Source: an optimization exercise on an open RTL-to-GDS flow (aim: small area, a short achievable clock period and few clock cycles per item). Production flows keep margins and buffers that such runs may drop. In this exercise RTL edits were held to simulation tests only and were not proved equivalent to the original. No activity file was given, so power comes from the tool's default toggle rates.

`run.sh`:
```
#!/bin/bash
# synth_recipe.tcl (not shown) runs the flow's synth.tcl, then flattens the netlist and writes it again
# the make line also repeats each setting of config.mk as NAME=value (left out here)
make -C /OpenROAD-flow-scripts/flow DESIGN_CONFIG=/design/flow/config.mk WORK_HOME=/design/flow/orfs CLKGATE_MAP_FILE= SYNTH_SCRIPT=/design/flow/synth_recipe.tcl finish
```
`config.mk`:
```
export PLATFORM = sky130hd
export DESIGN_NAME = irdec
export DESIGN_NICKNAME = irdec
export VERILOG_FILES = /design/flow/design.v
export SDC_FILE = /design/flow/constraint.sdc
export NUM_CORES = 4
export LEC_CHECK = 0
export CAP_MARGIN = 20
export CORE_MARGIN = 2
export CORE_UTILIZATION = 40
export PLACE_DENSITY = 0.6
export SLEW_MARGIN = 20
```
`constraint.sdc`:
```
create_clock -name core_clock -period 11.0 [get_ports {clk}]
set_input_delay 2.2000 -clock core_clock [delete_from_list [all_inputs] [get_ports {clk}]]
set_output_delay 2.2000 -clock core_clock [all_outputs]
set_load 0.01 [all_outputs]
```
`design.v`:
```
module irdec_pmachine #(
    parameter integer N          = 32,        
    parameter integer BYTES      = 4,         
    parameter [15:0]  L_TIMEOUT  = 16'd27000,
    parameter [15:0]  L_LEAD     = 16'd12375,
    parameter [15:0]  L_HOLD     = 16'd6750,
    parameter [15:0]  L_LOGIC    = 16'd1687,
    parameter integer CHECK_KIND = 0,         
    parameter [8*BYTES-1:0] HOLD_PAYLOAD = {8*BYTES{1'b0}}
) (
    input  wire               clk,
    input  wire               clear_all,    
    input  wire               step,         
    input  wire [15:0]        d,
    input  wire               in_window,    
    input  wire               read_clear,   
    output wire               claim,        
    output reg  [7:0]         count,
    output reg  [8*BYTES-1:0] data
);
    localparam [7:0] TERM = N[7:0] + 8'd1;
    localparam [7:0] DONE = N[7:0] + 8'd2;
    reg  [7:0]         count_n;
    reg  [8*BYTES-1:0] data_n;
    reg                claim_n;
    wire [7:0] bit_idx  = count - 8'd2;
    wire [7:0] byte_idx = {3'b000, bit_idx[7:3]};
    wire       bit_val  = (d >= L_LOGIC);
    reg [8*BYTES-1:0] data_shift;
    integer i;
    always @* begin
        data_shift = data;
        for (i = 0; i < BYTES; i = i + 1)
            if (byte_idx == i[7:0])
                data_shift[8*i +: 8] = {bit_val, data[8*i+1 +: 7]};
    end
    wire checksum_ok;
    generate
        if (CHECK_KIND == 0) begin : g_nec_check
            assign checksum_ok = (data_shift[31:24] == ~data_shift[23:16]);
        end else begin : g_pan_check
            assign checksum_ok = ((data_shift[23:16] ^ data_shift[31:24] ^ data_shift[39:32])
                                  == data_shift[47:40]);
        end
    endgenerate
    always @* begin
        count_n = count;
        data_n  = data;
        claim_n = 1'b0;
        if (step) begin
            if (d >= L_TIMEOUT) begin
                count_n = (count == 8'd0) ? 8'd1 : 8'd0;
            end else if (count == 8'd0) begin
                count_n = count;
            end else if (count == 8'd1) begin
                if (d < L_HOLD) begin
                    count_n = 8'd0;
                end else if (d < L_LEAD) begin
                    if (in_window) begin
                        data_n  = HOLD_PAYLOAD;
                        count_n = DONE;
                        claim_n = 1'b1;
                    end else begin
                        count_n = 8'd0;
                    end
                end else begin
                    count_n = 8'd2;
                end
            end else if (count <= TERM) begin
                data_n = data_shift;
                if (count < TERM) begin
                    count_n = count + 8'd1;
                end else if (checksum_ok) begin
                    count_n = DONE;
                    claim_n = 1'b1;
                end else begin
                    count_n = 8'd0;
                end
            end
        end
        if (read_clear)
            count_n = 8'd0;
    end
    assign claim = claim_n;
    always @(posedge clk) begin
        if (clear_all) begin
            count <= 8'd0;
            data  <= {8*BYTES{1'b0}};
        end else begin
            count <= count_n;
            data  <= data_n;
        end
    end
endmodule
module irdec_hash #(
    parameter [31:0] HASH_BASIS      = 32'h811C9DC5,
    parameter [31:0] HASH_PRIME      = 32'h01000193,
    parameter [15:0] HASH_TIMEOUT    = 16'd27000,
    parameter [7:0]  HASH_MAX_BLOCKS = 8'd254
) (
    input  wire        clk,
    input  wire        clear_all,      
    input  wire        tp_check,       
    input  wire [15:0] e16,            
    input  wire        step,           
    input  wire [15:0] d,
    input  wire        fallback_rst,   
    input  wire        read_clear,     
    output wire        tp_fire,        
    output wire        claim,          
    output reg  [7:0]  hcount,
    output reg  [31:0] hash,
    output reg         hdone
);
    reg [15:0] hprev;
    reg [7:0]  hcount_n;
    reg [31:0] hash_n;
    reg [15:0] hprev_n;
    reg        hdone_n;
    reg        claim_n;
    assign tp_fire = tp_check && (hcount >= 8'd2) && (e16 >= HASH_TIMEOUT);
    wire [17:0] new3  = 18'd3 * d;
    wire [17:0] prev2 = 18'd2 * hprev;
    wire [17:0] prev4 = 18'd4 * hprev;
    reg  [1:0]  code;
    always @* begin
        if (new3 <= prev2)
            code = 2'd0;
        else if (new3 >= prev4)
            code = 2'd2;
        else
            code = 2'd1;
    end
    wire [31:0] hash_fold = (hash * HASH_PRIME) ^ {30'd0, code};
    always @* begin
        hcount_n = hcount;
        hash_n   = hash;
        hprev_n  = hprev;
        hdone_n  = hdone;
        claim_n  = 1'b0;
        if (tp_fire) begin
            hdone_n = 1'b1;
        end
        if (step) begin
            if (d >= HASH_TIMEOUT) begin
                if (hcount == 8'd0) begin
                    hash_n   = HASH_BASIS;
                    hcount_n = 8'd1;
                end else if (hcount >= 8'd2) begin
                    hdone_n = 1'b1;
                    claim_n = 1'b1;
                end
            end else if (hcount == 8'd1) begin
                hprev_n  = d;
                hcount_n = 8'd2;
            end else if (hcount >= 8'd2) begin
                hash_n   = hash_fold;
                hprev_n  = d;
                hcount_n = hcount + 8'd1;
                if (hcount == HASH_MAX_BLOCKS) begin
                    hdone_n = 1'b1;
                    claim_n = 1'b1;
                end
            end
        end
        if (fallback_rst)
            hcount_n = 8'd0;
        if (read_clear) begin
            hcount_n = 8'd0;
            hdone_n  = 1'b0;
        end
    end
    assign claim = claim_n;
    always @(posedge clk) begin
        if (clear_all) begin
            hcount <= 8'd0;
            hash   <= 32'd0;
            hprev  <= 16'd0;
            hdone  <= 1'b0;
        end else begin
            hcount <= hcount_n;
            hash   <= hash_n;
            hprev  <= hprev_n;
            hdone  <= hdone_n;
        end
    end
endmodule
module irdec (
    input  wire        clk,
    input  wire        rst,
    input  wire        req_valid,
    output wire        req_ready,
    input  wire [2:0]  req_op,
    input  wire [31:0] req_now,
    output reg         rsp_valid,
    output reg  [51:0] rsp
);
    localparam [2:0] OP_NOP   = 3'b000;
    localparam [2:0] OP_EDGE  = 3'b001;
    localparam [2:0] OP_CHKTO = 3'b010;
    localparam [2:0] OP_AVAIL = 3'b011;
    localparam [2:0] OP_RECV  = 3'b100;
    localparam [2:0] OP_READ  = 3'b101;
    localparam [2:0] OP_RESET = 3'b111;
    localparam [1:0] TAG_NONE = 2'd0;
    localparam [1:0] TAG_NEC  = 2'd1;
    localparam [1:0] TAG_PAN  = 2'd2;
    localparam [1:0] TAG_HASH = 2'd3;
    localparam [15:0] NEC_TIMEOUT  = 16'd27000;
    localparam [31:0] NEC_REPEAT   = 32'd162000;
    localparam [15:0] PAN_TIMEOUT  = 16'd27000;
    localparam [15:0] HASH_TIMEOUT = 16'd27000;
    reg [31:0] last_edge;
    reg [31:0] last_event;
    reg [1:0]  tag;
    reg        pending;
    assign req_ready = 1'b1;
    wire acc = req_valid && req_ready && !rst;
    wire is_edge  = acc && (req_op == OP_EDGE);
    wire is_chkto = acc && (req_op == OP_CHKTO);
    wire is_avail = acc && (req_op == OP_AVAIL);
    wire is_recv  = acc && (req_op == OP_RECV);
    wire is_read  = acc && (req_op == OP_READ);
    wire is_reset = acc && (req_op == OP_RESET);
    wire clear_all = rst || is_reset;
    wire [31:0] elapsed = req_now - last_edge;
    wire [15:0] e16     = (elapsed > 32'd65535) ? 16'hFFFF : elapsed[15:0];
    wire tp_check = (is_edge || is_chkto || is_avail || is_recv || is_read) && !pending;
    wire tp_fire;
    wire       pend1 = pending || tp_fire;
    wire [1:0] tag1  = tp_fire ? TAG_HASH : tag;
    wire edge_go = is_edge && !pend1;
    wire [15:0] d = e16;
    wire [31:0] since_event = req_now - last_event;
    wire        nec_window  = (since_event < NEC_REPEAT);
    wire        nec_claim, pan_claim, hash_claim;
    wire [7:0]  nec_count, pan_count, hcount;
    wire [31:0] nec_data;
    wire [47:0] pan_data;
    wire [31:0] hash;
    wire        hdone;
    wire read_go = is_read && pend1;
    irdec_pmachine #(
        .N(32), .BYTES(4),
        .L_TIMEOUT(NEC_TIMEOUT), .L_LEAD(16'd12375), .L_HOLD(16'd6750), .L_LOGIC(16'd1687),
        .CHECK_KIND(0), .HOLD_PAYLOAD(32'hFF00FFFF)
    ) u_nec (
        .clk(clk), .clear_all(clear_all),
        .step(edge_go), .d(d), .in_window(nec_window),
        .read_clear(read_go && (tag1 == TAG_NEC)),
        .claim(nec_claim), .count(nec_count), .data(nec_data)
    );
    irdec_pmachine #(
        .N(48), .BYTES(6),
        .L_TIMEOUT(PAN_TIMEOUT), .L_LEAD(16'd3456), .L_HOLD(16'd3456), .L_LOGIC(16'd1296),
        .CHECK_KIND(1), .HOLD_PAYLOAD(48'd0)
    ) u_pan (
        .clk(clk), .clear_all(clear_all),
        .step(edge_go && !nec_claim), .d(d), .in_window(1'b0),
        .read_clear(read_go && (tag1 == TAG_PAN)),
        .claim(pan_claim), .count(pan_count), .data(pan_data)
    );
    irdec_hash u_hash (
        .clk(clk), .clear_all(clear_all),
        .tp_check(tp_check), .e16(e16),
        .step(edge_go && !nec_claim && !pan_claim), .d(d),
        .fallback_rst(nec_claim || pan_claim),
        .read_clear(read_go && (tag1 == TAG_HASH)),
        .tp_fire(tp_fire), .claim(hash_claim),
        .hcount(hcount), .hash(hash), .hdone(hdone)
    );
    wire nec_busy  = (nec_count >= 8'd1) && (nec_count <= 8'd33) && (e16 < NEC_TIMEOUT);
    wire pan_busy  = (pan_count >= 8'd1) && (pan_count <= 8'd49) && (e16 < PAN_TIMEOUT);
    wire hash_busy = (hcount >= 8'd1) && !hdone && (e16 < HASH_TIMEOUT);
    wire receiving = !pend1 && (nec_busy || pan_busy || hash_busy);
    reg [51:0] read_rsp;
    always @* begin
        read_rsp = 52'd0;
        if (pend1) begin
            case (tag1)
                TAG_NEC:  read_rsp = {1'b1, TAG_NEC, 1'b0, nec_data[15:0], 24'd0, nec_data[23:16]};
                TAG_PAN:  read_rsp = {1'b1, TAG_PAN, 1'b0, pan_data[15:0], pan_data[47:16]};
                TAG_HASH: read_rsp = {1'b1, TAG_HASH, 1'b0, {8'd0, hcount - 8'd1}, hash};
                default:  read_rsp = 52'd0;
            endcase
        end
    end
    always @(posedge clk) begin
        if (clear_all) begin
            last_edge  <= 32'd0;
            last_event <= 32'd0;
            tag        <= TAG_NONE;
            pending    <= 1'b0;
        end else begin
            if (edge_go)
                last_edge <= req_now;
            if (nec_claim || pan_claim)
                last_event <= req_now;
            if (tp_fire || hash_claim)
                tag <= TAG_HASH;
            else if (nec_claim)
                tag <= TAG_NEC;
            else if (pan_claim)
                tag <= TAG_PAN;
            if (read_go)
                pending <= 1'b0;
            else if (tp_fire || nec_claim || pan_claim || hash_claim)
                pending <= 1'b1;
        end
    end
    always @(posedge clk) begin
        if (rst) begin
            rsp_valid <= 1'b0;
            rsp       <= 52'd0;
        end else begin
            rsp_valid <= acc;
            if (is_read)
                rsp <= read_rsp;
            else if (is_avail)
                rsp <= {3'b000, pend1, 48'd0};
            else if (is_recv)
                rsp <= {3'b000, receiving, 48'd0};
            else
                rsp <= 52'd0;
        end
    end
endmodule
```
==> out/results.txt <==
Final Wtd Congestion: 0.934
Avg WL per Cell: 17.3 um
Area Overhead vs Synth: 12.7%
Yosys warning count: 4
clock skew: 0.0232 ns
Critical Path Start Type: input pin
placed wire-length estimate: 50500 um
Final Net Count: 3396
Die Wd: 247 um
Max Buffers Root-to-Sink: 3
worst min path class: reg2reg
total global-route track usage: 21.3%
fraction of registers with async set/reset: 0%
CP Class: in2reg
Crit-path slowest cell: or4_1
Post-synth EDFFs: 0
Setup Fix Bufs, Post-CTS: 0
die area: 61000 um^2
later-pin clock latency in the skew report: 0.56 ns
number of port buffers: 90
Slew Limit Fails: 0
CP Data Required Time: 11.43 ns
register bit total from synthesis: 273
post-synth net total: 3333
worst-margin pin slew: 1.00 ns
Crit path arrival time: 10.58 ns
worst hold slack: 0.453 ns
design area: 26600 um^2
die height: 247 um
Syn Inst Count: 2895
WL met1: 30000 um
layout cells sized above 1: 5.03%
maximum clock frequency: 98.5 MHz
Final setup viols: 0
Detail Route Antenna Nets: 0
critical path endpoint category: flip-flop
synth unique cells: 92
Peak supply drop: 0.0000784 V
worst relative slew slack: 32.8%
register area share after synthesis: 23.2%
Top Layer Used: met5
largest net degree at the start of global routing: 84
Post-Route Setup TNS: 0 ns
row cnt: 89
placed inst area: 25400 um^2
first-pass GRT wire length: 105000 um
slowest stage delay, CP: 0.68 ns
I/O pin count: 92
final hold violation count: 0
syn_area_per_cell: 8.15 um^2
Initial Util: 40.2%
H-tree lvl count: 2
total wire length: 65100 um
initial antenna violation count: 1
ys flop type: dfxtp_1
Core Util, Final: 45.3%
Initial DRT Pass Iterations: 7
post-CTS sizing: 0
met2 wire len: 30200 um
Antenna Cells: 0
unrepaired setup endpoints after global routing: no
reg2reg setup slack: 2.71 ns
outcome: timing/DRC/antenna clean
Sink Count: 273
LEAKAGE: 11.5 nW
Core ar.: 58700 um^2
routed wl met3: 2840 um
Iteration-0 DRC Markers: 1343
crit share post-route: 92.3%
Root Buffer: clkbuf_16
vias in the first global route: 20000
Num CTS Buffers: 34
CTS tree: yes
quantity of hold-fixing buffers added after cts: 0
vias per std cell: 5.49
Crit Path Max Fanout: 7
grt ovf: 0
DRC viols: 0
maxcap violations: 0
clock-pin slew on the worst setup and hold paths: 0.06 ns
fin crit period: 10.15 ns
Power Density: 91.7 nW/um^2
synthesized cell area: 23600 um^2
via count: 20600
flip-flops by register name, summed over array words and instances, names as in the netlist:
signal	cells
last_edge	32
last_event	32
pending	1
rsp	52
rsp_valid	1
tag	2
u_hash.hash	32
u_hash.hcount	8
u_hash.hdone	1
u_hash.hprev	16
u_nec.count	8
u_nec.data	32
u_pan.count	8
u_pan.data	48
Yosys cell counts, types with 26 or more instances:
library cell  number  share of area (%)
clkbuf_1          81                1.3
mux2i_1          121                5.1
xor2_1            36                1.3
nand2_1          198                3.1
a22o_1            48                1.8
nor2_1           287                4.6
nor3_1            41               0.87
o21ai_0           83                1.8
xnor2_1           87                3.2
nor2b_1           26               0.69
o21a_1            31               0.99
nand3_1           67                1.4
fa_1              75                6.4
dfxtp_1          273                 23
a211oi_1          43                1.4
ha_1             325                 17
inv_1            414                6.6
a21oi_1          193                4.1
a21o_1            40                1.3
worst max-delay path: cells and delay by family:
family                     cells  cell delay (ns)
AOI/OAI and AO/OA             18             3.71
xor gates and xnor gates       2             0.37
adders and majority gates      5             1.31
buffers and inverters          4             0.71
and+or+nand+nor                8             2.30
cell families (layout without fill, tap and decap cells):
| family | Yosys count | in the layout | synth area share [%] |
|---|---|---|---|
| xor+xnor | 124 | 124 | 4.63 |
| fa+ha+maj | 401 | 401 | 23.6 |
| other cells | 1 | 1 | 0.0159 |
| flops | 273 | 273 | 23.2 |
| buf+inv | 520 | 605 | 8.39 |
| mux | 123 | 123 | 5.23 |
| compound gates | 638 | 638 | 18.4 |
| simple gates | 815 | 815 | 16.6 |
layer usage:
| metal | up-vias | track usage [%] |
|---|---|---|
| met5 | - | 0 |
| met4 | 2 | 7.18 |
| met3 | 112 | 2.67 |
| met2 | 489 | 35.5 |
| met1 | 9855 | 28.4 |
| li1 | 10200 | - |
stage by stage:
stage	worst slack (ns)	std cells	total power (W)
after floorplan	1.70	2895	0.00120
after global placement	0.596	3695	0.00128
after detailed placement	0.368	3695	0.00128
after CTS	0.923	3753	0.00247
after global routing	0.192	3753	0.00253
final	0.849	3753	0.00244
final timing paths:
kind                                    start        endpoint  depth (start not counted)
worst max-delay path               req_now[0]  u_hash.hash[1]                         37
worst min-delay path            last_edge[11]   last_edge[11]                          2
worst max register to register   last_edge[0]  u_hash.hash[1]                         35
worst min register to register  last_edge[11]   last_edge[11]                          2
power breakdown:
| group | total, W | internal [W] | switching (W) |
|---|---|---|---|
| Clock | 0.00117 | 0.000712 | 0.000462 |
| Combinational | 0.000268 | 0.000103 | 0.000165 |
| Sequential | 0.000997 | 0.000992 | 0.00000506 |
cells in the final DEF, fill, tap and decap left out, types with 12 or more instances in the layout:
cell             instances
inv_1                  414
ha_1                   325
nor2_1                 286
dfxtp_1                273
nand2_1                198
a21oi_1                192
mux2i_1                121
clkdlybuf4s50_1         90
xnor2_1                 87
o21ai_0                 83
fa_1                    75
nand3_1                 67
a22o_1                  48
a211oi_1                43
nor3_1                  41
buf_4                   41
a21o_1                  40
xor2_1                  36
clkbuf_16               35
o21a_1                  31
nor2b_1                 26
or3_1                   23
nor4_1                  23
nand2b_1                23
and3_1                  22
nand4_1                 21
a31oi_1                 18
o22ai_1                 16
o211ai_1                16
and2_1                  15
a222oi_1                15
or2_2                   12
o21bai_1                12
layout make-up:
cell class                      count  area (um^2)
Fill cell                        5757        32100
Multi-Input combinational cell   2102        16200
Sequential cell                   273         5470
Inverter                          414         1550
Timing Repair Buffer              133         1250
Tap cell                          773          967
Clock buffer                       45          963
Clock inverter                     13          196
Testbench counts, summed over its fixed seeds: cycles 24,263, items 24,255.

[afterwards: timing with drivers on the ports]
In the flow no input, the clock included, has a driving cell. The finished layout below was timed again as built, in two steps. Step 1: set_driving_cell puts a clkbuf_16 on clk and a buf_2 on each other input, an assumption about the parent block. Step 2, shift: input delay + t, output delay - t, t = (earliest + latest rising clock arrival at the registers) / 2. This alone moves slack from input paths to output paths. a / b / c = no drivers / after step 1 / after step 2; a / b = the first two.
t (ns): 0.609
setup WS [ns]: 0.849 / 0.887 / 0.278
hold WS [ns]: 0.453 / 0.453 / 0.453
worst setup path at the end: input to register
After both steps setup and hold are still met in this run. For this run, drivers alone change the setup slack by +0.038 ns; drivers and shift together by -0.571 ns.
